Context: an optimization exercise on an open-source flow, tuned for small area, a short achievable clock period and few clock cycles per item. The choices shown serve that exercise and are no tape-out recipe.
Only simulation tests tie the RTL to the original design; equivalence was not proved.
Power figures rest on the tool's default switching activity, not on a simulated workload.

<file path="design/flow/constraint.sdc">
create_clock -name core_clock -period 12.0 [get_ports {clk}]
set_input_delay 2.4000 -clock core_clock [delete_from_list [all_inputs] [get_ports {clk}]]
set_output_delay 2.4000 -clock core_clock [all_outputs]
set_load 0.01 [all_outputs]
</file>
<file path="design/flow/config.mk">
export PLATFORM = sky130hd
export DESIGN_NAME = pvga_draw
export DESIGN_NICKNAME = pvga_draw
export VERILOG_FILES = /design/flow/design.v
export SDC_FILE = /design/flow/constraint.sdc
export NUM_CORES = 4
export LEC_CHECK = 0
export ABC_AREA = 1
export CAP_MARGIN = 20
export CORE_AREA = 2 2 166.08 166.08
export CTS_BUF_LIST = sky130_fd_sc_hd__clkbuf_4 sky130_fd_sc_hd__clkbuf_8
export DIE_AREA = 0 0 168.08 168.08
export SLEW_MARGIN = 20
</file>
<file path="design/flow/design.v">
module pvga_draw (
    input  wire        clk,
    input  wire        rst,           
    input  wire        cmd_we,        
    input  wire [31:0] cmd_a,
    input  wire [31:0] cmd_b,
    input  wire [31:0] fb_base,
    input  wire [2:0]  err_clr,       
    output reg         busy,
    output reg         err_busy,
    output reg         err_op,
    output reg         err_coord,
    output reg         mem_req,
    output reg         mem_we,
    output wire [31:0] mem_addr,
    output wire [31:0] mem_wdata,
    input  wire        mem_gnt,
    input  wire        mem_rvalid,
    input  wire [31:0] mem_rdata
);
    wire [3:0]         a_op = cmd_a[31:28];
    wire signed [11:0] a_xa = cmd_a[11:0];
    wire signed [11:0] a_ya = cmd_a[23:12];
    wire signed [11:0] a_yb = cmd_b[23:12];
    wire a_is_draw = (a_op >= 4'd1) && (a_op <= 4'd4);
    wire a_is_rsvd = (a_op >= 4'h7);
    wire a_x_ok  = (a_xa >= 0) && (a_xa < 640);
    wire a_ya_ok = (a_ya >= 0) && (a_ya < 480);
    wire a_yb_ok = (a_yb >= 0) && (a_yb < 480);
    wire a_coord_ok = (a_op == 4'd1) ? (a_x_ok && a_ya_ok) :
                      (a_op == 4'd4) ? (a_x_ok && a_ya_ok && a_yb_ok) : 1'b1;
    wire accept = cmd_we && a_is_draw && !busy && a_coord_ok;
    function [9:0] clamp_x(input [11:0] v);
        if (v[11])                  clamp_x = 10'd0;
        else if (v[10:0] > 11'd639) clamp_x = 10'd639;
        else                        clamp_x = v[9:0];
    endfunction
    function [8:0] clamp_y(input [11:0] v);
        if (v[11])                  clamp_y = 9'd0;
        else if (v[10:0] > 11'd479) clamp_y = 9'd479;
        else                        clamp_y = v[8:0];
    endfunction
    reg        p_s1, p_h, p_s2, p_h2;    
    reg        p_a;           
    reg        p_b;           
    reg        p_c;           
    reg        p_m;           
    reg        t_hl, t_vl, t_fill;    
    reg        t_nhl;         
    reg        more;          
    reg [2:0]  col;
    reg [9:0]  rx1, rx2;      
    reg [8:0]  ry1;           
    reg [8:0]  ry2;           
    reg        multi;         
    reg        wrap;          
    reg        at0;           
    reg        wv;            
    reg        nxd;           
    reg        f_nz, f_ge2, f_one;    
    reg [14:0] alo;
    reg [14:0] ahi, ahi1;     
    reg        cf;
    reg [31:0] wbuf;
    assign mem_addr  = {cf ? ahi1 : ahi, alo, 2'b00};
    assign mem_wdata = wbuf;
    wire [14:0] cnt = {t_fill ? rx1[5:0] : 6'd0, ry2};
    wire [5:0]  sm1 = ry2[5:0] | {6{t_nhl}};
    wire [5:0]  q1 = rx1[9:4];
    wire [3:0]  r1 = rx1[3:0];
    wire [5:0]  q2 = rx2[9:4];
    wire [3:0]  r2 = rx2[3:0];
    wire       swap  = rx2 < rx1;
    wire [3:0] da = rx1[9:6];
    wire [4:0] dtv = {1'b0, rx1[5:2]} + {1'b0, da};           
    wire [6:0] tt = {dtv, rx1[1:0]};
    wire [3:0] dt = tt / 10;
    wire [3:0] mt = tt % 10;
    wire [5:0] qd = {1'b0, da, 1'b0} + {da, 2'b0} + {2'b0, dt};
    wire [3:0] rd = mt;
    wire [5:0] q1s2 = t_hl ? rx2[9:4] : rx1[9:4];    
    wire [9:0] dy    = {1'b0, ry2} - {1'b0, ry1};
    wire       yswap = t_vl && dy[9];
    wire [8:0] ydiff = dy[9] ? (~dy[8:0] + 9'd1) : dy[8:0];
    wire [8:0] y1    = yswap ? ry2 : ry1;
    wire       y1z   = (ry1 == 9'd0) || (t_vl && ry2 == 9'd0);
    wire       xa_lt10 = (rx1 < 10'd10);
    wire       xb_lt10 = (rx2 < 10'd10);
    wire       s1_wrap = y1z && (xa_lt10 || (t_hl && xb_lt10));
    wire [5:0] hspan_m1 = q2 + ~q1;              
    wire       h2_multi = (q1 != q2);                
    wire [5:0] q1m1 = q1s2 - 6'd1;
    wire       row0 = at0 && !wv;
    wire       mfull = p_s2 || p_c;              
    wire [3:0] m_lo = (multi && !row0) ? 4'd0 : r1;
    wire [3:0] m_hi = (multi && row0)  ? 4'd9 : r2;
    reg  [31:0] merged;
    reg  [31:0] fillw;
    integer s;
    always @(*) begin
        merged = mem_rdata;
        for (s = 0; s < 10; s = s + 1)
            if ((s[3:0] >= m_lo) && (s[3:0] <= m_hi))
                merged[3*s +: 3] = col;
        fillw = {2'b00, {10{col}}};
    end
    wire go     = mem_req && mem_gnt;
    wire wr_go  = p_c && go;
    wire cap    = mem_rvalid && (!wv || wr_go);
    wire drop   = mem_rvalid && wv && !wr_go;
    wire cnt_nz  = f_nz;
    wire cnt_ge2 = f_ge2;
    wire cnt_one = f_one;
    wire cnt_dec = go && ((p_c && !t_hl) || p_m);
    wire a_to_b  = p_a && more;
    wire a_to_c  = p_a && !more;
    wire c_done  = p_c && !more && !cnt_nz;
    wire c_to_m  = p_c && !more && cnt_nz;
    wire c_to_a  = p_c && more && nxd;
    wire c_to_b  = p_c && more && !nxd && cnt_ge2;      
    wire c_to_c  = p_c && more && !nxd && !cnt_ge2;
    wire m_done  = p_m && cnt_one;
    wire done    = c_done || m_done;
    wire n_a = c_to_a;
    wire n_b = a_to_b || c_to_b;
    wire n_c = a_to_c || p_b || c_to_c;
    wire n_m = c_to_m || (p_m && !cnt_one);
    wire d_ps  = a_to_b || c_to_a || c_to_c;
    wire d_ms  = p_b;
    wire d_2s  = c_to_b;
    wire d_m1  = c_to_m || (p_m && !t_fill);
    wire d_p1  = p_m && t_fill;
    wire fix   = wrap && at0 && (d_ps || d_ms || d_2s);
    reg [15:0] delta;
    reg        cin;
    always @(*) begin
        cin   = 1'b0;
        delta = 16'd0;
        if (p_s1) begin
            if (t_fill)       delta = 16'd0;
            else if (s1_wrap) delta = 16'd30720;
            else              delta = {1'b0, y1, 6'd0};                   
        end else if (p_s2) begin
            delta = t_fill ? 16'd0 : {{10{q1s2 == 6'd0}}, q1m1};         
        end else begin
            if (d_ps)      begin delta = {10'd0, sm1};       cin = 1'b1; end
            else if (d_2s) begin delta = {9'd0, sm1, 1'b1};  cin = 1'b1; end
            else if (d_ms) delta = ~{10'd0, sm1};
            else if (d_m1) delta = 16'hFFFF;
            else if (d_p1) delta = 16'd1;
            if (fix) delta[15:11] = d_ms ? 5'b01110 : 5'b10001;         
        end
    end
    wire [15:0] lo_sum = {1'b0, alo} + {1'b0, delta[14:0]} + {15'd0, cin};
    wire        cf_nx  = delta[15] ? (cf && lo_sum[15]) : (cf || lo_sum[15]);
    wire run = p_a || p_b || p_c || p_m;
    always @(posedge clk) begin
        if (rst) begin
            busy      <= 1'b0;
            err_busy  <= 1'b0;
            err_op    <= 1'b0;
            err_coord <= 1'b0;
            mem_req   <= 1'b0;
            mem_we    <= 1'b0;
            p_s1 <= 1'b0; p_h <= 1'b0; p_s2 <= 1'b0; p_h2 <= 1'b0;
            p_a  <= 1'b0; p_b  <= 1'b0; p_c <= 1'b0; p_m <= 1'b0;
        end else begin
            if (err_clr[0]) err_busy  <= 1'b0;
            if (err_clr[1]) err_op    <= 1'b0;
            if (err_clr[2]) err_coord <= 1'b0;
            if (cmd_we) begin
                if (a_is_rsvd) err_op <= 1'b1;
                else if (a_is_draw) begin
                    if (busy) err_busy <= 1'b1;
                    else if (!a_coord_ok) err_coord <= 1'b1;
                end
            end
            if (accept) busy <= 1'b1;
            p_s1 <= accept;
            p_h  <= p_s1 && t_hl;
            p_s2 <= (p_s1 && !t_hl) || p_h;
            p_h2 <= p_s2 && t_hl;
            if ((p_s2 && !t_hl) || p_h2) begin
                mem_req <= 1'b1;
                mem_we  <= t_fill;
                p_m     <= t_fill;
                p_a     <= !t_fill;
            end
            if (run) begin
                if (go) begin
                    p_a <= n_a; p_b <= n_b; p_c <= n_c; p_m <= n_m;
                    if (done) begin
                        busy    <= 1'b0;
                        mem_req <= 1'b0;
                        mem_we  <= 1'b0;
                    end else begin
                        mem_we  <= n_c || n_m;
                        mem_req <= !n_c || cap || (wv && !wr_go);
                    end
                end else if (p_c) begin
                    mem_req <= cap || wv;
                end
            end
        end
    end
    wire wb_fill = p_s2 || (p_c && !more && cnt_nz && wv);
    always @(posedge clk)
        if (p_s2 || cap || (wr_go && c_to_m))
            wbuf <= wb_fill ? fillw : merged;
    always @(posedge clk) begin
        if (p_s2 && t_hl) begin
            f_nz  <= 1'b0;
            f_ge2 <= 1'b0;
            f_one <= 1'b0;
        end else if (p_s2 || (p_b && t_hl)) begin
            f_nz  <= (cnt != 15'd0);
            f_ge2 <= !t_hl && (cnt[14:1] != 14'd0);
            f_one <= (cnt == 15'd1);
        end else if (cnt_dec) begin
            f_nz  <= (cnt[14:1] != 14'd0);
            f_ge2 <= (cnt > 15'd2);
            f_one <= (cnt == 15'd2);
        end
    end
    always @(posedge clk) begin
        if (!busy) begin
            rx1    <= clamp_x(cmd_a[11:0]);
            ry1    <= clamp_y(cmd_a[23:12]);
            rx2    <= clamp_x(cmd_b[11:0]);
            ry2    <= cmd_b[20:12];
            col    <= cmd_a[27:25];
            t_hl   <= (cmd_a[31:28] == 4'd3);
            t_nhl  <= (cmd_a[31:28] != 4'd3);
            t_vl   <= (cmd_a[31:28] == 4'd4);
            t_fill <= (cmd_a[31:28] == 4'd2);
            alo    <= fb_base[16:2];
            ahi    <= fb_base[31:17];
            cf     <= 1'b0;
        end else begin
            if (p_s1 || p_s2 || go) begin
                alo <= lo_sum[14:0];
                cf  <= cf_nx;
            end
        end
        if (p_s1) ahi1 <= ahi + 15'd1;
        if (p_s1) begin
            if (t_hl) begin
                rx1 <= swap ? rx2 : rx1;
                rx2 <= swap ? rx1 : rx2;
            end else begin
                rx1 <= {qd, rd};
                rx2 <= {qd, rd};
            end
            ry2  <= t_vl ? ydiff : 9'd0;
            if (t_fill) rx1[5:0] <= 6'd60;       
            wrap <= !t_fill && s1_wrap;
        end
        if (p_h) begin
            rx1 <= rx2;
            rx2 <= {qd, rd};
        end
        if (p_h2) begin
            ry2   <= h2_multi ? {3'd0, hspan_m1} : 9'd0;
            multi <= h2_multi;
            more  <= h2_multi;
        end
        if (p_s2) begin
            if (t_hl) begin
                rx1 <= rx2;
                rx2 <= {qd, rd};
            end
            multi  <= 1'b0;
            more   <= !t_hl && (cnt != 15'd0);
            at0    <= 1'b1;
            wv     <= 1'b0;
            nxd    <= 1'b0;
        end else begin
            wv <= cap || (wv && !wr_go);
            if (wr_go && more) at0 <= 1'b0;
            if (wr_go) more <= t_nhl && cnt_ge2;
            if (drop) nxd <= 1'b1;
            if (go && n_a) nxd <= 1'b0;
            if (cnt_dec) begin
                ry2  <= ry2 - 9'd1;
                if (ry2 == 9'd0) rx1[5:0] <= rx1[5:0] - 6'd1;
            end
        end
    end
endmodule
</file>
<file path="design/flow/flow/run.sh">
#!/bin/bash
set -euo pipefail
export SETUP_SLACK_MARGIN=8.6
export TNS_END_PERCENT=100
export BUFFER_PORTS_ARGS="-buffer_cell sky130_fd_sc_hd__buf_1"
bash standard.sh > standard_flow.log 2>&1
</file>
<file path="design/flow/standard.sh">
#!/bin/bash
# synth_recipe.tcl (not shown) runs the flow's synth.tcl, then flattens the netlist and writes it again
# the make line also repeats each setting of config.mk as NAME=value (left out here)
make -C /OpenROAD-flow-scripts/flow DESIGN_CONFIG=/design/flow/config.mk WORK_HOME=/design/flow/orfs CLKGATE_MAP_FILE= SYNTH_SCRIPT=/design/flow/synth_recipe.tcl "${@:-finish}"
</file>
==> qor.yml, run 1 <==
global_route:
  grt_start_max_net_pins: 83
  grt_use_total_pct: 23.11
  use_met3_pct: 3.785
  grt.overflow.total: 0
  grt_pass1_wl_mm: 52.01
  antenna_found_initial: 0
  grtUsageMet2_pct: 38.29
  grt_pass1_vias: 10033
  grt_use_met1_pct: 30.81
  gr-max-usage-layer: "met2"
sta:
  hold_viol: 0
  worstMarginPinSlew_ns: 1.001
  fin_skew_ns: 0.02428
  finalSetupViolations: 0
  max_freq_mhz: 259.4
  min_period_ns: 3.855
  tns_ns: 0
  slew_headroom_pct: 33.26
  rsz0062_at_grt: "true"
  setup_slack_ns: 8.145
  slew_violations: 0
  finalCritPeriodShare_pct: 32.13
setup_path:
  critPathArrivalTime_ns: 4.06
  start_kind: "register"
  crit_required_ns: 12.21
  critPathMaxFanout: 6
  critical_path_class: "reg -> reg"
  end_kind: "register"
routing:
  drt-initial-drc-count: 943
  wl_per_cell_um: 16.50
  drc: 0
  via_per_inst: 5.289
  routed_wl_mm: 33.38
  via_count: 10700
  ant_nets: 0
  drt_pass1_iterations: 6
clock_network:
  cts_buffer_depth: 2
  clkSlewWorstSetupHoldPaths_ns: 0.10
  clock_latency_ns: 0.49
  cts_num_sinks: 146
  hold_buffers: 0
  ctsRootBufferMaster: "clkbuf_8"
  cts_tree: "yes"
  cts_buffers: 17
  cts-htree-levels: 4
logic_synthesis:
  synth_cell_types: 52
  syn_area_um2: 10460
  synth_ff_type: "edfxtp_1"
  yosys_warnings: 1
  ys_top_cells_by_area: "edfxtp_1, dfxtp_1, nand2_1"
  synth.avg_cell_area_um2: 7.528
  async_reset_ff_share_pct: 0
  ys_ff_latch: 146
  yosysSeqAreaShare_pct: 37.05
  synth-edff-count: 95
  synth_top_area_share_pct: 27.28
  synthCells: 1389
  synth_top_area_cell: "edfxtp_1"
place:
  port_buffers: 192
  gp_congestion: 0.8991
  post-dp-hpwl_mm: 22.93
  placed_cells: 1891
  pre_cts_ws_ns: 7.174
pwr:
  seq_power_share_pct: 32.7
  p_leak_nw: 5.981
  power_mw: 1.921
  power_density_nw_per_um2: 140.1
  combPwrFrac_pct: 44.6
  internal_power_mw: 1.119
  swShare_pct: 41.74
  p_sw_mw: 0.8018
  pwr-share-clk_pct: 22.7
  ir_drop_mv: 0.06232
die:
  io_pins: 206
  core.rowCount: 60
  die_w_um: 168.1
  floorplan.initialDensity_pct: 39.12
  fp.dieArea_um2: 28250
  die_h_um: 168.1
  core_area_um2: 26730
cells_and_area:
  n_antenna_cell: 0
  layout.nets: 1868
  fill_cells: 2625
  regArea_um2: 3916
  area_growth_pct: 31.16
  multi_input_area_um2: 6417
  drive_gt1_share_pct: 23.60
  instances_no_fill: 2023
  final_util_pct: 51.32
worst_hold_path:
  min-delay-path-class: "reg -> reg"
status:
  status: "finished clean"
run:
  cap_violations: 0
[layer usage]
layer / wire length (µm) / up-vias
met5: 0 / -
met4: 924 / 0
met3: 2343 / 62
met2: 15620 / 407
met1: 14490 / 4935
li1: - / 5296
[power by group through the flow]
stage / Combinational, mW / Clock (mW) / Sequential [mW]
final: 0.856 / 0.437 / 0.628
after CTS: 0.733 / 0.443 / 0.626
after global routing: 0.951 / 0.464 / 0.633
after detailed placement: 0.629 / 0 / 0.641
after global placement: 0.617 / 0 / 0.641
after floorplan: 0.487 / 0 / 0.625
[synthesized netlist by cell type (all sizes together), types with 2 or more instances]
cell	count
mux2	4
nand2	255
dfxtp	51
edfxtp	95
a21boi	2
o211ai	22
ha	55
o31ai	6
a21oi	113
buf	4
o21ai	154
o22ai	15
a221oi	3
o21bai	6
a211oi	2
a32oi	2
a22oi	7
clkinv	10
nand4	9
nor2	152
inv	190
nor4	3
clkbuf	33
nor3	23
xor2	40
nand3	82
xnor2	5
a31oi	14
o221ai	14
or2	3
fa	8
[what timing repair did]
item,in CTS,in global routing
cloned,2,1
gates resized for setup,140,146
pin swaps,40,63
setup endpoints to repair,135,96
buffers inserted,63,34
[critical path: stages (launching register included)]
cell	delay, ns
edfxtp_1	0.46
buf_4	0.18
buf_4	0.13
buf_2	0.18
o21ai_2	0.30
nor2_1	0.08
nand2_1	0.10
xor2_1	0.16
o21ai_1	0.10
o21ai_0	0.10
inv_1	0.06
ha_1	0.31
nand2_1	0.09
nand2_1	0.06
a21oi_2	0.17
o21ai_2	0.08
a21oi_2	0.11
o21bai_1	0.10
nand3_1	0.09
nand2_1	0.06
nand2_1	0.07
inv_2	0.04
nor2_1	0.09
nor2_1	0.05
nor2_1	0.12
xor2_1	0.20
o21ai_1	0.08
[path summary, 6_finish.rpt]
kind | from | to | slack [ns] | cells past startpoint
setup / recovery | t_hl | alo[14] | 8.14 | 26
hold / removal | err_coord | err_coord | 0.48 | 2
setup reg to reg | t_hl | alo[14] | 8.14 | 26
hold reg to reg | err_coord | err_coord | 0.48 | 2
[cell usage in the layout (no fill, tap or decap), types with 38 or more instances in the layout]
master,count
inv_1,166
edfxtp_1,95
o21ai_0,103
xor2_1,38
nand2_1,213
nand3_1,58
nor2_1,135
clkbuf_2,39
a21oi_1,102
ha_1,47
buf_1,131
buf_4,87
[cells by family (layout without fill, tap and decap cells)]
logic type | count (synthesis) | count (layout) | share of synthesized area [%]
compound gates | 364 | 365 | 19.70
simple gates | 529 | 529 | 21.80
other cells | 1 | 2 | 0.03586
buf+inv | 237 | 528 | 9.034
xor+xnor | 45 | 45 | 3.841
flops | 146 | 146 | 37.05
mux | 4 | 4 | 0.4307
fa+ha+maj | 63 | 63 | 8.113
[metrics by stage]
step	area (µm²)	hold WS, ns
final	13710	0.4834
after global routing	13710	0.5097
after CTS	12990	0.4830
after detailed placement	11650	0.4605
after global placement	11650	0.4563
after floorplan	10680	0.4586
[area by class of cell]
type / count / share of cell area, %
flip-flops and latches: 146 / 28.56
clock inverters: 15 / 1.496
inverters: 200 / 5.666
well taps: 341 / 3.111
multi-input cells: 1008 / 46.79
repair buffers: 296 / 12.67
clock buffers: 17 / 1.706
[flip-flops by register name (all words and copies together), names as in the netlist, 3 cells and up]
register / cells
alo: 15
ry2: 9
ahi: 15
ry1: 9
wbuf: 32
rx2: 10
ahi1: 15
col: 3
rx1: 10
Testbench counts, summed over its fixed seeds: cycles 62,783, items 2,000.
==> run 2, diff against run 1 <==
--- a/design/flow/flow/run.sh
+++ b/design/flow/flow/run.sh
@@ -2,3 +2,3 @@
 set -euo pipefail
-export SETUP_SLACK_MARGIN=8.6
+export SETUP_SLACK_MARGIN=8.0
 export TNS_END_PERCENT=100
--- a/design/flow/config.mk
+++ b/design/flow/config.mk
@@ -12,2 +12,3 @@
 export DIE_AREA = 0 0 168.08 168.08
+export PLACE_DENSITY = 0.7
 export SLEW_MARGIN = 20
==> qor.yml, run 2 <==
status:
  status: "finished clean"
global_route:
  grt.overflow.total: 0  # unchanged
  grt_pass1_vias: 9944  # -0.89%
  grt_use_total_pct: 21.72  # -1.4 points
  grt_start_max_net_pins: 83  # unchanged
  antenna_found_initial: 0  # unchanged
  grt_pass1_wl_mm: 49.51  # -4.8%
die:
  fp.dieArea_um2: 28250  # unchanged
  die_w_um: 168.1  # unchanged
  core_area_um2: 26730  # unchanged
  io_pins: 206  # unchanged
  floorplan.initialDensity_pct: 39.12  # unchanged
  die_h_um: 168.1  # unchanged
  core.rowCount: 60  # unchanged
setup_path:
  cp-endpoint: "alo[14]"
  r2r_cells: 27  # +3.8%
  critPathArrivalTime_ns: 4.13  # +0.07 ns
  end_kind: "register"
  start_kind: "register"
  reg2reg_slack_ns: 8.06  # -0.09 ns
  critPathMaxFanout: 5  # -1
  r2r_start: "more"
  critical_path_class: "reg -> reg"
  cp-startpoint: "more"
  r2r-end: "alo[14]"
  crit_required_ns: 12.19  # -0.02 ns
logic_synthesis:
  yosys_warnings: 1  # unchanged
  synth_top_area_cell: "edfxtp_1"
  async_reset_ff_share_pct: 0  # unchanged
  synthCells: 1389  # unchanged
  yosysSeqAreaShare_pct: 37.05  # unchanged
  synth.most_common_cell: "nand2_1"
  synth_ff_type: "edfxtp_1"
  synth_cell_types: 52  # unchanged
  synth.avg_cell_area_um2: 7.528  # unchanged
  netlist_top_cells_count: "nand2_1, inv_1, o21ai_0, nor2_1, a21oi_1"
  synth_top_area_share_pct: 27.28  # unchanged
  ys_top_cells_by_area: "edfxtp_1, dfxtp_1, nand2_1"
  ys_ff_latch: 146  # unchanged
  syn_area_um2: 10460  # unchanged
  synth-edff-count: 95  # unchanged
clock_network:
  cts-htree-levels: 4  # unchanged
  cts_buffer_depth: 2  # unchanged
  cts_buffers: 17  # unchanged
  clock_latency_ns: 0.47  # -0.02 ns
  cts_tree: "yes"
  ctsRootBufferMaster: "clkbuf_8"
  cts_num_sinks: 146  # unchanged
  clkSlewWorstSetupHoldPaths_ns: 0.10  # about the same
routing:
  drt_pass1_iterations: 7  # +1
  drc: 0  # unchanged
  wl_per_cell_um: 16.20  # -1.8%
  via_per_inst: 5.381  # +1.7%
  drt-initial-drc-count: 718  # -24%
  via_count: 10536  # -1.5%
  ant_nets: 0  # unchanged
  routed_wl_mm: 31.71  # -5.0%
pwr:
  ir_drop_mv: 0.08190  # +31%
  power_mw: 1.705  # -11%
  p_sw_mw: 0.7150  # -11%
  combPwrFrac_pct: 39.3  # -5.3 points
  power_density_nw_per_um2: 136.6  # -2.5%
  swShare_pct: 41.92  # +0.18 points
  pwr-share-clk_pct: 23.8  # +1.1 points
  seq_power_share_pct: 36.9  # +4.2 points
  internal_power_mw: 0.9905  # -11%
  p_leak_nw: 5.303  # -11%
cells_and_area:
  final_cell_area_um2: 12480  # -9.0%
  largest_register_ffs: 32  # unchanged
  layout.nets: 1803  # -3.5%
  top_register: "wbuf"
  final_common_cell: "nand2_1"
  fill_cells: 2626  # +0.038%
  area_growth_pct: 19.37
  n_antenna_cell: 0  # unchanged
  mostFrequentLayoutCells: "nand2_1, buf_1, inv_1"
  final_util_pct: 46.70  # -4.6 points
  drive_gt1_share_pct: 12.12  # -11 points
place:
  gp_congestion: 0.9094  # +1.1%
  placed_area_um2: 11470  # -1.5%
  port_buffers: 192  # unchanged
  post-dp-hpwl_mm: 23.23  # +1.3%
worst_hold_path:
  min-delay-path-class: "reg -> reg"
sta:
  rsz0062_at_grt: "true"
  finalCritPeriodShare_pct: 32.84  # +0.71 points
  slew_headroom_pct: 36.08  # +2.8 points
  fin_skew_ns: 0.02081  # -0.003472 ns
  hold_viol: 0  # unchanged
  tns_ns: 0  # unchanged
  min_period_ns: 3.941  # +0.08568 ns
  worstMarginPinSlew_ns: 0.9588  # -0.04229 ns
  max_freq_mhz: 253.8  # -2.2%
  slew_violations: 0  # unchanged
  finalSetupViolations: 0  # unchanged
run:
  cap_violations: 0  # unchanged
## run 2: cell types whose count changed in the layout (fill, tap and decap cells not counted), moves of 9 or more
cell	before	now
o21ai_2	21	2
o21ai_0	103	138
nand2_1	213	231
buf_4	87	37
buf_6	14	0
o21ai_1	29	14
nand3_1	58	68
nand2_2	31	19
clkbuf_2	39	1
dfxtp_1	31	40
buf_2	17	0
buf_1	131	192
## run 2: per-stage QoR
step                cells  hold WS (ns)  setup WS [ns]
CTS                  1928        0.4767          7.951
floorplan            1390        0.4586          8.100
global placement     1891        0.4585          7.255
global route         1958        0.5026          7.809
finish               1958        0.4801          8.059
detailed placement   1891        0.4557          7.246
## run 2: layer usage
metal,vias up,share of wire [%],global-route usage [%],wire length (µm)
li1,5164,-,-,-
met1,4932,42,27.27,13390
met2,393,49,37.68,15530
met3,47,6.8,4.020,2164
met4,0,2.0,7.309,633
met5,-,0,0,0
## run 2: power groups by stage
| stage | logic, mW | clock network, mW | registers, mW |
|---|---|---|---|
| 2_1_floorplan | 0.464 | 0 | 0.624 |
| 3_3_place_gp | 0.585 | 0 | 0.637 |
| 3_5_place_dp | 0.601 | 0 | 0.637 |
| 4_1_cts | 0.614 | 0.407 | 0.626 |
| 5_1_grt | 0.757 | 0.426 | 0.633 |
| 6_report | 0.671 | 0.406 | 0.629 |
## run 2: layout make-up
| cell class | count | area [µm²] | area share (%) |
|---|---|---|---|
| multi-input cells | 1007 | 5938 | 47.57 |
| flip-flops and latches | 146 | 3900 | 31.24 |
| repair buffers | 232 | 1051 | 8.420 |
| inverters | 200 | 773.2 | 6.195 |
| well taps | 341 | 426.7 | 3.418 |
| clock buffers | 17 | 234.0 | 1.874 |
| clock inverters | 15 | 158.9 | 1.273 |
## run 2: cells by family after synthesis
group | count (synthesis) | synth area share, %
other | 1 | 0.03586
muxes | 4 | 0.4307
adders and majority gates | 63 | 8.113
buffers and inverters | 237 | 9.034
DFF | 146 | 37.05
AOI/OAI and AO/OA | 364 | 19.70
and+or+nand+nor | 529 | 21.80
xor gates and xnor gates | 45 | 3.841
## run 2: worst min-delay path by stage
stage | startpoint | end | slack [ns] | cells after the start
2_1_floorplan | multi | multi | 0.46 | 2
4_1_cts | err_coord | err_coord | 0.48 | 2
3_5_place_dp | err_coord | err_coord | 0.46 | 2
3_3_place_gp | err_coord | err_coord | 0.46 | 2
6_report | err_coord | err_coord | 0.48 | 2
5_1_grt | err_op | err_op | 0.50 | 2
## run 2: repair_timing
item	in CTS	in global routing
buffers inserted	5	29
hold buffers	0	0
setup endpoints to repair	31	14
pin swaps	4	42
resized for setup	26	94
## run 2: critical path, cell delays in order, from the launching register on
cell and delay, ns:
edfxtp_1 0.48, nand2_2 0.11, nor2_2 0.05, nand2_2 0.09
nand3_4 0.11, nor2_4 0.11, nand2_2 0.06, a21oi_2 0.15
a21oi_2 0.06, fa_2 0.42, fa_2 0.41, nand3_2 0.09
nand3_2 0.08, nand2_2 0.09, nand2_2 0.05, a21oi_2 0.17
o21ai_2 0.10, a21oi_2 0.14, o21bai_1 0.11, nand3_1 0.10
nand2_1 0.07, nand2_1 0.07, inv_2 0.05, nor2_2 0.10
nor2_1 0.06, nor2_1 0.13, xor2_1 0.16, o21ai_1 0.07
==> run 3, diff against run 2 <==
--- a/design/flow/design.v
+++ b/design/flow/design.v
@@ -52,3 +52,2 @@
     reg [9:0]  rx1, rx2;      
-    reg [8:0]  ry1;           
     reg [8:0]  ry2;           
@@ -81,2 +80,3 @@
     wire [5:0] q1s2 = t_hl ? rx2[9:4] : rx1[9:4];    
+    wire [8:0] ry1   = wbuf[8:0];
     wire [9:0] dy    = {1'b0, ry2} - {1'b0, ry1};
@@ -207,3 +207,5 @@
     always @(posedge clk)
-        if (p_s2 || cap || (wr_go && c_to_m))
+        if (!busy)
+            wbuf[8:0] <= clamp_y(cmd_a[23:12]);
+        else if (p_s2 || cap || (wr_go && c_to_m))
             wbuf <= wb_fill ? fillw : merged;
@@ -227,3 +229,2 @@
             rx1    <= clamp_x(cmd_a[11:0]);
-            ry1    <= clamp_y(cmd_a[23:12]);
             rx2    <= clamp_x(cmd_b[11:0]);
--- a/design/flow/config.mk
+++ b/design/flow/config.mk
@@ -12,3 +12,2 @@
 export DIE_AREA = 0 0 168.08 168.08
-export PLACE_DENSITY = 0.7
 export SLEW_MARGIN = 20
==> qor.yml, run 3 <==
place:
  port_buffers: 192  # unchanged
  gp_congestion: 0.9375  # +3.1%
  post-dp-hpwl_mm: 25.32  # +9.0%
  placed_area_um2: 11290  # -1.6%
logic_synthesis:
  synth_top_area_cell: "edfxtp_1"
  ys_ff_latch: 137  # -6.2%
  synth-edff-count: 86  # -9.5%
  synthCells: 1364  # -1.8%
  yosys_warnings: 1  # unchanged
  synth_top_area_share_pct: 25.24  # -2.0 points
  synth.avg_cell_area_um2: 7.502  # -0.35%
  yosysSeqAreaShare_pct: 35.22  # -1.8 points
  synth.most_common_cell: "nand2_1"
  netlist_top_cells_count: "nand2_1, inv_1, o21ai_0, nor2_1, a21oi_1"
  ys_top_cells_by_area: "edfxtp_1, dfxtp_1, nand2_1"
  syn_area_um2: 10230  # -2.1%
  async_reset_ff_share_pct: 0  # unchanged
  synth_cell_types: 53  # +1.9%
  synth_ff_type: "edfxtp_1"
clock_network:
  cts_tree: "yes"
  hold_buffers: 0  # unchanged
  clkSlewWorstSetupHoldPaths_ns: 0.10  # about the same
  cts_buffers: 17  # unchanged
  clock_latency_ns: 0.47  # about the same
  ctsRootBufferMaster: "clkbuf_8"
  cts-htree-levels: 4  # unchanged
  cts_num_sinks: 137  # -6.2%
  cts_buffer_depth: 2  # unchanged
global_route:
  antenna_found_initial: 1  # +1
  grt_start_max_net_pins: 47  # -43%
  grt_pass1_wl_mm: 51.38  # +3.8%
  grt.overflow.total: 0  # unchanged
  grt_pass1_vias: 9893  # -0.51%
  grt_use_total_pct: 23.03  # +1.3 points
die:
  core_area_um2: 26730  # unchanged
  fp.dieArea_um2: 28250  # unchanged
  floorplan.initialDensity_pct: 38.29  # -0.84 points
  die_w_um: 168.1  # unchanged
  io_pins: 206  # unchanged
  die_h_um: 168.1  # unchanged
  core.rowCount: 60  # unchanged
routing:
  via_per_inst: 5.371  # -0.18%
  wl_per_cell_um: 17.33  # +7.0%
  ant_nets: 0  # unchanged
  via_count: 10458  # -0.74%
  drt-initial-drc-count: 759  # +5.7%
  routed_wl_mm: 33.74  # +6.4%
  drc: 0  # unchanged
  drt_pass1_iterations: 6  # -1
sta:
  fin_skew_ns: 0.01946  # -0.001354 ns
  tns_ns: 0  # unchanged
  finalSetupViolations: 0  # unchanged
  rsz0062_at_grt: "true"
  hold_viol: 0  # unchanged
  max_freq_mhz: 252.1  # -0.66%
  slew_headroom_pct: 44.62  # +8.5 points
  min_period_ns: 3.967  # +0.02628 ns
  worstMarginPinSlew_ns: 0.8220  # -0.1368 ns
  finalCritPeriodShare_pct: 33.06  # +0.22 points
  slew_violations: 0  # unchanged
cells_and_area:
  mostFrequentLayoutCells: "nand2_1, buf_1, inv_1"
  multi_input_area_um2: 6173  # +4.0%
  regArea_um2: 3625  # -7.1%
  fill_cells: 2707  # +3.1%
  layout.nets: 1791  # -0.67%
  top_register: "wbuf"
  area_growth_pct: 21.37
  final_common_cell: "nand2_1"
  final_cell_area_um2: 12420  # -0.50%
  largest_register_ffs: 32  # unchanged
  drive_gt1_share_pct: 14.14  # +2.0 points
pwr:
  ir_drop_mv: 0.07656  # -6.5%
  p_leak_nw: 5.239  # -1.2%
  power_density_nw_per_um2: 138.9  # +1.7%
setup_path:
  critPathBufInv: 3  # +2
  critPathArrivalTime_ns: 4.16  # +0.03 ns
  cpPeakStageDelay_ns: 0.44  # -0.04 ns
  r2r_start: "wbuf[8]"
  critical_path_class: "reg -> reg"
  crit_required_ns: 12.19  # about the same
  end_kind: "register"
  cp_common_cell: "nand2_1"
  critical_path.slowest_cell: "edfxtp_1"
  critPathTopFamily: "simple AND/OR/NAND/NOR gates"
  critPathMaxFanout: 5  # unchanged
  cp-startpoint: "wbuf[8]"
  crit_chain: "inv_2 -> ha_1 -> inv_1 -> nor4_2 -> nand3_1 -> nand2_2 -> nor2_4 -> o21ai_0 -> a21oi_1 -> a2bb2oi_2 -> ha_4 -> nand2_1 -> o21ai_2 -> a21oi_1 -> o21bai_1 -> nand3_1 -> nand2_1 -> nand2_1 -> inv_1 -> nor2_2 -> nor2_1 -> nor2_1 -> xor2_1 -> o21ai_1"
  start_kind: "register"
worst_hold_path:
  min-delay-path-class: "reg -> reg"
  worst_hold_startpoint: "err_coord"
status:
  status: "finished clean"
run:
  cap_violations: 0  # unchanged
[run 3: changes by cell type after synthesis, moves of 9 or more]
cell      previous run  this run
a21oi_1            113        95
edfxtp_1            95        86
inv_1              189       172
mux2_2               4        17
nor2_1             148       128
o21ai_0            153       163
[run 3: metrics by stage]
stage / hold WS [ns] / utilization, % / instances / setup slack [ns] / power [mW]
floorplan: 0.4586 / - / 1365 / 8.005 / 1.102
global placement: 0.4549 / 42.26 / 1871 / 6.966 / 1.264
detailed placement: 0.4593 / 42.26 / 1871 / 6.913 / 1.277
CTS: 0.4741 / 44.38 / 1915 / 8.003 / 1.656
global route: 0.4827 / 46.46 / 1946 / 7.711 / 1.844
finish: 0.4731 / 46.47 / 1947 / 8.033 / 1.725
[run 3: what timing repair did]
item                                    4_1_cts  5_1_grt
gates resized for setup                      42       92
pin swaps                                     6       35
buffers inserted                             12       31
endpoints found under the setup margin       35       20
[run 3: path summary, 6_finish.rpt]
kind	depth (start not counted)	endpoint	slack (ns)
worst max-delay path	24	alo[14]	8.03
worst min-delay path	2	err_coord	0.47
worst max register to register	24	alo[14]	8.03
worst min register to register	2	err_coord	0.47
[run 3: final cells by class]
type | instances | share of cell area (%)
repair buffers | 242 | 8.926
inverters | 189 | 5.813
well taps | 341 | 3.435
flip-flops and latches | 137 | 29.19
diodes | 1 | 0.02015
clock buffers | 17 | 1.884
multi-input cells | 1005 | 49.71
clock inverters | 15 | 1.028
[run 3: logic make-up after synthesis]
logic type      after synthesis  synth area share (%)
simple gates                508                 21.52
compound gates              369                 20.70
buf+inv                     223                 8.352
flops                       137                 35.22
fa+ha+maj                    63                 8.291
xor+xnor                     46                 4.011
mux                          17                 1.871
other cells                   1               0.03665
[run 3: routing by layer]
metal  wire length [µm]  GRT usage [%]
met1              14490          29.76
met2              15580          38.21
met3               2798          5.571
met4                862          7.084
met5                  0              0
[run 3: worst register-to-register path, cell delays in order (launching register included)]
cell and delay [ns]:
edfxtp_1 0.44, inv_2 0.09, ha_1 0.36, inv_1 0.10
nor4_2 0.41, nand3_1 0.14, nand2_2 0.12, nor2_4 0.07
o21ai_0 0.17, a21oi_1 0.10, a2bb2oi_2 0.17, ha_4 0.31
nand2_1 0.06, o21ai_2 0.14, a21oi_1 0.09, o21bai_1 0.21
nand3_1 0.10, nand2_1 0.08, nand2_1 0.05, inv_1 0.09
nor2_2 0.05, nor2_1 0.08, nor2_1 0.06, xor2_1 0.15
o21ai_1 0.07
[run 3: power breakdown]
part           switching, mW  internal [mW]  total [mW]
Sequential            0.0514          0.546       0.598
Combinational          0.480          0.282       0.762
Clock                  0.203          0.163       0.366
Testbench counts of run 3, summed over its fixed seeds: cycles 62,783, items 2,000.
==> run 4, diff against run 3 <==
--- a/design/flow/flow/run.sh
+++ b/design/flow/flow/run.sh
@@ -2,3 +2,3 @@
 set -euo pipefail
-export SETUP_SLACK_MARGIN=8.0
+export SETUP_SLACK_MARGIN=7.8
 export TNS_END_PERCENT=100
==> qor.yml, run 4 <==
routing:
  routed_wl_mm: 32.94  # -2.4%
  via_count: 10422  # -0.34%
  drc: 0  # unchanged
  drt-initial-drc-count: 808  # +6.5%
  drt_pass1_iterations: 6  # unchanged
  via_per_inst: 5.403  # +0.59%
  ant_nets: 0  # unchanged
  wl_per_cell_um: 17.08  # -1.4%
pwr:
  power_density_nw_per_um2: 140.4  # +1.0%
  ir_drop_mv: 0.07635  # -0.27%
  p_leak_nw: 5.149  # -1.7%
  power_mw: 1.715  # -0.62%
setup_path:
  crit_chain: "buf_1 -> nand2_1 -> nor2_1 -> inv_1 -> o22ai_1 -> inv_1 -> nor2_1 -> inv_2 -> o21ai_0 -> a22oi_1 -> nand2_1 -> nand2_1"
  critPathBufInv: 4  # +1
  end_kind: "register"
  start_kind: "input pin"
  cpPeakStageDelay_ns: 0.34  # -0.10 ns
  crit_required_ns: 12.37  # +0.18 ns
  cp_common_cell: "nand2_1"
  critical_path_class: "in -> reg"
  critPathMaxFanout: 9  # +4
  critical_path.slowest_cell: "nor2_1"
  critPathTopFamily: "simple AND/OR/NAND/NOR gates"
  critPathArrivalTime_ns: 4.47  # +0.31 ns
global_route:
  grt_pass1_wl_mm: 50.22  # -2.3%
  grt.overflow.total: 0  # unchanged
  grt_start_max_net_pins: 74  # +57%
  antenna_found_initial: 0  # -1
  grt_pass1_vias: 9371  # -5.3%
  grt_use_total_pct: 22.46  # -0.56 points
place:
  gp_congestion: 0.9559  # +2.0%
  pre_cts_ws_ns: 6.992  # +0.07894 ns
  placed_area_um2: 11270  # -0.21%
  post-dp-hpwl_mm: 24.83  # -2.0%
  port_buffers: 192  # unchanged
run:
  cap_violations: 0  # unchanged
cells_and_area:
  final_cell_area_um2: 12210  # -1.7%
  area_growth_pct: 19.37
  layout.nets: 1774  # -0.95%
  mostFrequentLayoutCells: "nand2_1, buf_1, inv_1"
  drive_gt1_share_pct: 12.22  # -1.9 points
  final_common_cell: "nand2_1"
  n_antenna_cell: 0  # -1
  top_register: "wbuf"
  largest_register_ffs: 32  # unchanged
worst_hold_path:
  min-delay-path-class: "reg -> reg"
clock_network:
  hold_buffers: 0  # unchanged
  cts_tree: "yes"
  cts_num_sinks: 137  # unchanged
  clkSlewWorstSetupHoldPaths_ns: 0.09  # about the same
  cts-htree-levels: 4  # unchanged
  ctsRootBufferMaster: "clkbuf_8"
  clock_latency_ns: 0.47  # about the same
  cts_buffers: 17  # unchanged
  cts_buffer_depth: 2  # unchanged
logic_synthesis:
  synth.avg_cell_area_um2: 7.502  # unchanged
  async_reset_ff_share_pct: 0  # unchanged
  synthCells: 1364  # unchanged
  netlist_top_cells_count: "nand2_1, inv_1, o21ai_0, nor2_1, a21oi_1"
  synth.most_common_cell: "nand2_1"
  yosysSeqAreaShare_pct: 35.22  # unchanged
  ys_ff_latch: 137  # unchanged
  synth_top_area_cell: "edfxtp_1"
  synth_cell_types: 53  # unchanged
  syn_area_um2: 10230  # unchanged
  yosys_warnings: 1  # unchanged
  synth_ff_type: "edfxtp_1"
  ys_top_cells_by_area: "edfxtp_1, dfxtp_1, nand2_1"
  synth_top_area_share_pct: 25.24  # unchanged
  synth-edff-count: 86  # unchanged
status:
  status: "finished clean"
die:
  core.rowCount: 60  # unchanged
  die_h_um: 168.1  # unchanged
  floorplan.initialDensity_pct: 38.29  # unchanged
  core_area_um2: 26730  # unchanged
  io_pins: 206  # unchanged
  fp.dieArea_um2: 28250  # unchanged
  die_w_um: 168.1  # unchanged
sta:
  fin_skew_ns: 0.01635  # -0.003112 ns
  hold_viol: 0  # unchanged
  tns_ns: 0  # unchanged
  max_freq_mhz: 243.9  # -3.2%
  setup_slack_ns: 7.900  # -0.1324 ns
  worstMarginPinSlew_ns: 0.8974  # +0.07546 ns
  whs_ns: 0.4704  # -0.002742 ns
  finalCritPeriodShare_pct: 34.16  # +1.1 points
  slew_violations: 0  # unchanged
  rsz0062_at_grt: "true"
  finalSetupViolations: 0  # unchanged
  slew_headroom_pct: 40.17  # -4.5 points
  min_period_ns: 4.100  # +0.1324 ns
-- run 4: cell counts after synthesis --
Identical to the previous run, type by type.
-- run 4: metrics by stage --
stage	utilization, %	instances
floorplan	-	1365
global placement	42.17	1868
detailed placement	42.17	1868
CTS	43.89	1906
global route	45.70	1929
finish	45.70	1929
-- run 4: area by class of cell --
cell class                 count  area [µm²]
tap                          341       426.7
timing repair buffer         225       974.7
inverter                     189       718.2
clock inverter                14       137.6
sequential                   137        3622
clock buffer                  18       241.5
fill                        2736       14510
multi-input combinational   1005        6093
-- run 4: power by group --
part           total, mW  internal (mW)  leakage [nW]  switching, mW
Clock              0.384          0.171         0.190          0.213
Sequential         0.597          0.546          1.27         0.0509
Combinational      0.733          0.269          3.69          0.464
Total               1.71          0.987          5.15          0.728
-- run 4: worst min-delay path, cell delays in order (launching register included) --
cell and delay, ns:
dfxtp_1 0.32, nand2_1 0.06, a21oi_1 0.05
-- run 4: per-layer routing --
metal / routed length, µm / global-route usage, % / part of all wire (%) / vias up
li1: - / - / - / 5112
met4: 631 / 5.360 / 1.9 / 0
met1: 14600 / 30.82 / 44 / 4851
met2: 15190 / 36.31 / 46 / 411
met5: 0 / 0 / 0 / -
met3: 2524 / 4.843 / 7.7 / 48
-- run 4: final timing paths --
check        slack, ns       from        end  depth (start not counted)
min reg2reg       0.47  err_coord  err_coord                          2
max reg2reg       8.04     rx1[6]     rx1[8]                         27
min               0.47  err_coord  err_coord                          2
max               7.90    mem_gnt     rx1[2]                         12
-- run 4: cell families (layout without fill, tap and decap cells) --
logic type,count (synthesis),after routing,synth area share (%)
simple gates,508,508,21.52
compound gates,369,369,20.70
buf+inv,223,446,8.352
flops,137,137,35.22
fa+ha+maj,63,63,8.291
xor+xnor,46,46,4.011
mux,17,17,1.871
other cells,1,2,0.03665
-- run 4: timing repair --
item | in CTS | in global routing
hold endpoints to repair | 0 | 0
endpoints found under the setup margin | 25 | 13
buffers inserted | 6 | 23
pin swaps | 1 | 28
resized for setup | 15 | 87
==> run 5, diff against run 4 <==
--- a/design/flow/flow/run.sh
+++ b/design/flow/flow/run.sh
@@ -2,3 +2,3 @@
 set -euo pipefail
-export SETUP_SLACK_MARGIN=7.8
+export SETUP_SLACK_MARGIN=8.1
 export TNS_END_PERCENT=100
==> qor.yml, run 5 <==
clock_network:
  ctsRootBufferMaster: "clkbuf_8"
  cts_buffer_depth: 2  # unchanged
  cts_buffers: 17  # unchanged
  hold_buffers: 0  # unchanged
  clkSlewWorstSetupHoldPaths_ns: 0.08  # about the same
  clock_latency_ns: 0.46  # about the same
  cts_tree: "yes"
  cts_num_sinks: 137  # unchanged
  cts-htree-levels: 4  # unchanged
routing:
  via_count: 10455  # +0.32%
  wl_per_cell_um: 17.27  # +1.2%
  drt-initial-drc-count: 842  # +4.2%
  ant_nets: 0  # unchanged
  drt_pass1_iterations: 5  # -1
  via_per_inst: 5.367  # -0.66%
  routed_wl_mm: 33.65  # +2.1%
  drc: 0  # unchanged
logic_synthesis:
  yosys_warnings: 1  # unchanged
  syn_area_um2: 10230  # unchanged
  netlist_top_cells_count: "nand2_1, inv_1, o21ai_0, nor2_1, a21oi_1"
  synth-edff-count: 86  # unchanged
  ys_top_cells_by_area: "edfxtp_1, dfxtp_1, nand2_1"
  ys_ff_latch: 137  # unchanged
  synth_cell_types: 53  # unchanged
  synth_ff_type: "edfxtp_1"
  synthCells: 1364  # unchanged
  async_reset_ff_share_pct: 0  # unchanged
  synth.most_common_cell: "nand2_1"
  yosysSeqAreaShare_pct: 35.22  # unchanged
  synth.avg_cell_area_um2: 7.502  # unchanged
  synth_top_area_cell: "edfxtp_1"
  synth_top_area_share_pct: 25.24  # unchanged
worst_hold_path:
  holdPathStages: 2  # unchanged
  min-delay-path-class: "reg -> reg"
global_route:
  grt_pass1_wl_mm: 52.11  # +3.8%
  grt_use_total_pct: 23.27  # +0.81 points
  antenna_found_initial: 0  # unchanged
  grt_start_max_net_pins: 50  # -32%
  grt.overflow.total: 0  # unchanged
  grt_pass1_vias: 9977  # +6.5%
setup_path:
  critPathArrivalTime_ns: 1.41  # -3.06 ns
  cp-endpoint: "mem_addr[30]"
  r2r_cells: 20  # -26%
  critPathMaxFanout: 10  # +1
  r2r-end: "rx2[7]"
  start_kind: "register"
  reg2reg_slack_ns: 8.22  # +0.18 ns
  r2r_start: "rx1[6]"
  end_kind: "primary output"
  crit_chain: "buf_12 -> o21ai_0 -> buf_1"
  critical_path_class: "reg -> out"
  cp-startpoint: "cf"
  critical_path.slowest_cell: "dfxtp_4"
  cpPeakStageDelay_ns: 0.39  # +0.05 ns
  crit_required_ns: 9.60  # -2.77 ns
die:
  core_area_um2: 26730  # unchanged
  core.rowCount: 60  # unchanged
  floorplan.initialDensity_pct: 38.29  # unchanged
  die_w_um: 168.1  # unchanged
  fp.dieArea_um2: 28250  # unchanged
  die_h_um: 168.1  # unchanged
  io_pins: 206  # unchanged
sta:
  worstMarginPinSlew_ns: 0.7556  # -0.1418 ns
  rsz0062_at_grt: "true"
  setup_slack_ns: 8.186  # +0.2859 ns
  hold_viol: 0  # unchanged
  tns_ns: 0  # unchanged
  finalCritPeriodShare_pct: 31.78  # -2.4 points
  whs_ns: 0.4645  # -0.005829 ns
  slew_headroom_pct: 49.48  # +9.3 points
  min_period_ns: 3.814  # -0.2859 ns
  finalSetupViolations: 0  # unchanged
  fin_skew_ns: 0.01582  # -0.0005228 ns
  slew_violations: 0  # unchanged
  max_freq_mhz: 262.2  # +7.5%
cells_and_area:
  area_growth_pct: 23.45
  mostFrequentLayoutCells: "nand2_1, buf_1, inv_1"
  n_antenna_cell: 0  # unchanged
  top_register: "wbuf"
  layout.nets: 1793  # +1.1%
  final_common_cell: "nand2_1"
  largest_register_ffs: 32  # unchanged
  drive_gt1_share_pct: 15.49  # +3.3 points
place:
  port_buffers: 192  # unchanged
  post-dp-hpwl_mm: 25.10  # +1.1%
  gp_congestion: 0.9113  # -4.7%
  pre_cts_ws_ns: 7.001  # +0.008870 ns
pwr:
  ir_drop_mv: 0.06676  # -13%
  p_leak_nw: 5.296  # +2.9%
  power_density_nw_per_um2: 142.5  # +1.5%
status:
  status: "finished clean"
run:
  cap_violations: 0  # unchanged
==> run 5: cell counts after synthesis <==
Identical to the previous run, type by type.
==> run 5: cell families (layout without fill, tap and decap cells) <==
group | Yosys count | in the layout | share of synthesized area, %
multiplexers | 17 | 17 | 1.871
adder cells (fa/ha/maj) | 63 | 63 | 8.291
AO/OA/AOI/OAI | 369 | 369 | 20.70
buffers and inverters | 223 | 465 | 8.352
AND/OR/NAND/NOR | 508 | 508 | 21.52
other | 1 | 2 | 0.03665
flip-flops | 137 | 137 | 35.22
XOR/XNOR | 46 | 46 | 4.011
==> run 5: worst max-delay path, delay by kind of cell (launching register included) <==
family,cells,cell delay [ns]
AO/OA/AOI/OAI,1,0.23
buffers and inverters,2,0.34
flip-flops,1,0.39
==> run 5: repair_timing <==
action / 4_1_cts / 5_1_grt
setup buffers: 19 / 29
resized for setup: 62 / 101
pin swaps: 10 / 36
endpoints found under the setup margin: 38 / 27
==> run 5: metal layers <==
layer	up-vias	GRT usage, %	wire [µm]
li1	5153	-	-
met3	51	4.843	2527
met2	423	38.95	15780
met1	4828	30.49	14610
met5	-	0	0
met4	0	6.672	728
==> run 5: worst min path at each step <==
stage / slack [ns] / from / end
final: 0.46 / err_op / err_op
after global routing: 0.49 / err_coord / err_coord
after CTS: 0.47 / err_op / err_op
after detailed placement: 0.46 / err_op / err_op
after global placement: 0.45 / err_op / err_op
after floorplan: 0.46 / multi / multi
==> run 5: report_power, final <==
part | switching (mW) | internal, mW
Sequential | 0.0516 | 0.546
Combinational | 0.486 | 0.300
Clock | 0.207 | 0.210
==> run 5: cell type report <==
type	count	area, µm²
fillers	2739	14090
multi-input cells	1005	6290
flip-flops and latches	137	3628
repair buffers	244	1144
inverters	189	720.7
well taps	341	426.7
clock buffers	17	234.0
clock inverters	15	188.9
==> run 5: through the flow <==
step           instances  utilization (%)  total power, mW  area [µm²]
5_1_grt             1948            47.27            1.926       12630
4_1_cts             1919            44.95            1.723       12010
3_3_place_gp        1868            42.21            1.263       11280
6_report            1948            47.27            1.801       12630
3_5_place_dp        1868            42.21            1.276       11280
2_1_floorplan       1365                -            1.102       10250
==> run 6, diff against run 5 <==
--- a/design/flow/flow/run.sh
+++ b/design/flow/flow/run.sh
@@ -2,3 +2,3 @@
 set -euo pipefail
-export SETUP_SLACK_MARGIN=8.1
+export SETUP_SLACK_MARGIN=8.0
 export TNS_END_PERCENT=100
--- a/design/flow/config.mk
+++ b/design/flow/config.mk
@@ -9,5 +9,5 @@
 export CAP_MARGIN = 20
-export CORE_AREA = 2 2 166.08 166.08
+export CORE_AREA = 2 2 148.42 148.42
 export CTS_BUF_LIST = sky130_fd_sc_hd__clkbuf_4 sky130_fd_sc_hd__clkbuf_8
-export DIE_AREA = 0 0 168.08 168.08
+export DIE_AREA = 0 0 150.42 150.42
 export SLEW_MARGIN = 20
==> qor.yml, run 6 <==
clock_network:
  clkSlewWorstSetupHoldPaths_ns: 0.09  # about the same
  cts-htree-levels: 4  # unchanged
  ctsRootBufferMaster: "clkbuf_8"
  clock_latency_ns: 0.47  # about the same
  cts_tree: "yes"
  cts_buffers: 17  # unchanged
  cts_buffer_depth: 2  # unchanged
  cts_num_sinks: 137  # unchanged
pwr:
  p_leak_nw: 5.208  # -1.7%
  p_sw_mw: 0.7286  # -2.2%
  power_density_nw_per_um2: 140.3  # -1.5%
  combPwrFrac_pct: 43.6  # about the same
  internal_power_mw: 0.9919  # -6.0%
  swShare_pct: 42.35  # +0.98 points
  ir_drop_mv: 0.1252  # +87%
  seq_power_share_pct: 34.8  # +1.6 points
  pwr-share-clk_pct: 21.6  # -1.6 points
die:
  floorplan.initialDensity_pct: 48.68  # +10 points
  core.rowCount: 53  # -12%
  die_h_um: 150.4  # -11%
  fp.dieArea_um2: 22630  # -20%
  io_pins: 206  # unchanged
  core_area_um2: 21020  # -21%
  die_w_um: 150.4  # -11%
sta:
  slew_headroom_pct: 42.35  # -7.1 points
  worstMarginPinSlew_ns: 0.8647  # +0.1091 ns
  hold_viol: 0  # unchanged
  max_freq_mhz: 250.6  # -4.4%
  rsz0062_at_grt: "true"
  finalCritPeriodShare_pct: 33.25  # +1.5 points
  slew_violations: 0  # unchanged
  min_period_ns: 3.990  # +0.1764 ns
  fin_skew_ns: 0.01901  # +0.003183 ns
  setup_slack_ns: 8.010  # -0.1764 ns
  finalSetupViolations: 0  # unchanged
  tns_ns: 0  # unchanged
status:
  status: "finished clean"
cells_and_area:
  layout.nets: 1782  # -0.61%
  area_growth_pct: 19.81
  top_register: "wbuf"
  drive_gt1_share_pct: 13.54  # -2.0 points
  final_common_cell: "nand2_1"
  n_antenna_cell: 0  # unchanged
  largest_register_ffs: 32  # unchanged
  instances_no_fill: 1870  # -4.0%
  mostFrequentLayoutCells: "nand2_1, buf_1, inv_1"
  fill_cells: 2038  # -26%
routing:
  drt_pass1_iterations: 5  # unchanged
  drc: 0  # unchanged
  drt-initial-drc-count: 784  # -6.9%
  routed_wl_mm: 31.67  # -5.9%
  wl_per_cell_um: 16.94  # -1.9%
  via_per_inst: 5.501  # +2.5%
  ant_nets: 0  # unchanged
  via_count: 10286  # -1.6%
logic_synthesis:
  syn_area_um2: 10230  # unchanged
  synth_top_area_share_pct: 25.24  # unchanged
  synth.avg_cell_area_um2: 7.502  # unchanged
  netlist_top_cells_count: "nand2_1, inv_1, o21ai_0, nor2_1, a21oi_1"
  synth.most_common_cell: "nand2_1"
  yosysSeqAreaShare_pct: 35.22  # unchanged
  synth_top_area_cell: "edfxtp_1"
  synth_ff_type: "edfxtp_1"
  synth_cell_types: 53  # unchanged
  yosys_warnings: 1  # unchanged
  ys_top_cells_by_area: "edfxtp_1, dfxtp_1, nand2_1"
  synthCells: 1364  # unchanged
  ys_ff_latch: 137  # unchanged
  async_reset_ff_share_pct: 0  # unchanged
  synth-edff-count: 86  # unchanged
global_route:
  grt_start_max_net_pins: 74  # +48%
  grt.overflow.total: 0  # unchanged
  antenna_found_initial: 0  # unchanged
  grt_pass1_wl_mm: 47.96  # -8.0%
  grt_pass1_vias: 9479  # -5.0%
  grt_use_total_pct: 27.06  # +3.8 points
place:
  post-dp-hpwl_mm: 23.52  # -6.3%
  placed_cells: 1803  # -3.5%
  port_buffers: 192  # unchanged
  gp_congestion: 0.8857  # -2.8%
  pre_cts_ws_ns: 6.982  # -0.01950 ns
setup_path:
  end_kind: "register"
  crit_required_ns: 12.19  # +2.59 ns
  cp-startpoint: "p_s1"
  r2r_start: "p_s1"
  critPathMaxFanout: 25  # +15
  start_kind: "register"
  critPathArrivalTime_ns: 4.18  # +2.77 ns
  critical_path_class: "reg -> reg"
worst_hold_path:
  min-delay-path-class: "reg -> reg"
  worst_hold_startpoint: "err_coord"
run:
  cap_violations: 0  # unchanged
## run 6: cell count changes in the layout (fill, tap and decap cells not counted), moves of 4 or more
cell,change
o21ai_0,+9
nand2_1,+4
ha_1,+4
inv_2,-7
ha_4,-6
buf_4,-9
o21ai_1,-8
inv_1,+8
## run 6: layer usage
metal | global-route usage [%] | part of all wire, % | vias up
li1 | - | - | 5126
met1 | 35.06 | 43 | 4769
met2 | 46.09 | 49 | 338
met3 | 4.061 | 5.3 | 53
met4 | 9.151 | 2.7 | 0
met5 | 0 | 0 | -
## run 6: what timing repair did
item,CTS,global route
hold buffers,0,0
endpoints found under the setup margin,33,16
resized for setup,37,86
pin swaps,8,31
setup buffers,10,26
## run 6: area by class of cell
type	count	area, µm²	area share (%)
Clock buffer	17	234.0	1.909
Clock inverter	14	125.1	1.021
Inverter	189	715.7	5.838
Multi-Input combinational cell	1005	6173	50.36
Sequential cell	137	3631	29.62
Tap cell	275	344.1	2.807
Timing Repair Buffer	233	1036	8.451
## run 6: cell families after synthesis
| group | Yosys count | share of synthesized area, % |
|---|---|---|
| AOI/OAI and AO/OA | 369 | 20.70 |
| xor gates and xnor gates | 46 | 4.011 |
| adders and majority gates | 63 | 8.291 |
| buffers and inverters | 223 | 8.352 |
| DFF | 137 | 35.22 |
| muxes | 17 | 1.871 |
| other | 1 | 0.03665 |
| and+or+nand+nor | 508 | 21.52 |
## run 6: worst paths after layout
check | end | slack, ns | depth (start not counted)
worst max-delay path | alo[14] | 8.01 | 16
worst min-delay path | err_coord | 0.47 | 2
worst min register to register | err_coord | 0.47 | 2
worst max register to register | alo[14] | 8.01 | 16
## run 6: critical path, cell delays in order (launching register included)
cell and delay (ns):
dfxtp_4 0.58, buf_4 0.35, clkinv_1 0.34, buf_4 0.33, nor2_1 0.26, inv_1 0.24, o21ai_0 0.35, ha_1 0.35
a21oi_1 0.19, nand2_1 0.09, nand2_1 0.06, inv_1 0.05, nor2_1 0.08, nor2_1 0.05, nor2_1 0.14, xor2_1 0.16
o21ai_0 0.08
## run 6: metrics by stage
stage          utilization [%]  area, µm²  hold slack, ns  power, mW
2_1_floorplan                -      10240          0.4586      1.102
3_3_place_gp             53.27      11200          0.4579      1.266
3_5_place_dp             53.29      11200          0.4611      1.272
4_1_cts                  55.82      11730          0.4740      1.654
5_1_grt                  58.32      12260          0.4974      1.838
6_report                 58.32      12260          0.4720      1.720
## run 6: power groups by stage
stage               sequential [mW]  combinational [mW]  clock [mW]
floorplan                     0.588               0.513           0
global placement              0.606               0.660           0
detailed placement            0.607               0.666           0
CTS                           0.594               0.686       0.375
global route                  0.603               0.844       0.391
finish                        0.599               0.751       0.371

afterwards: timing with drivers on the ports:
The results above use ideal ports. As a check the final layouts listed here were re-extracted and re-timed, cells and wires unchanged.
Step 1 sets driving cells, clkbuf_16 on the clock port and buf_2 on the other inputs (assumed; they add their load-dependent delay and slew).
Step 2 times the ports against the registers' clock, not the clock port: input delays grow and output delays shrink by t, the midpoint of the rising clock arrivals with the driver on.
Three values: ideal ports, drivers, drivers and shift; two values: the first two.
| run | shift t [ns] | slack for setup (ns) | worst hold slack (ns) | pins driven straight from the clock port |
|---|---|---|---|---|
| run 1 | 0.526 | 8.145 / 8.125 / 8.116 | 0.483 / 0.483 / 0.483 | 1 |
| run 2 | 0.497 | 8.059 / 8.054 / 7.657 | 0.480 / 0.480 / 0.480 | 1 |
| run 3 | 0.504 | 8.033 / 8.033 / 7.650 | 0.473 / 0.473 / 0.473 | 1 |
| run 4 | 0.509 | 7.900 / 7.879 / 7.370 | 0.470 / 0.470 / 0.470 | 1 |
| run 5 | 0.499 | 8.186 / 8.139 / 7.782 | 0.465 / 0.465 / 0.465 | 1 |
| run 6 | 0.508 | 8.010 / 8.010 / 7.688 | 0.472 / 0.472 / 0.472 | 1 |
After both steps setup and hold are still met in every run listed. The setup slack of run 4, which loses most, moves by -0.021 ns with the drivers and by -0.530 ns with both steps.
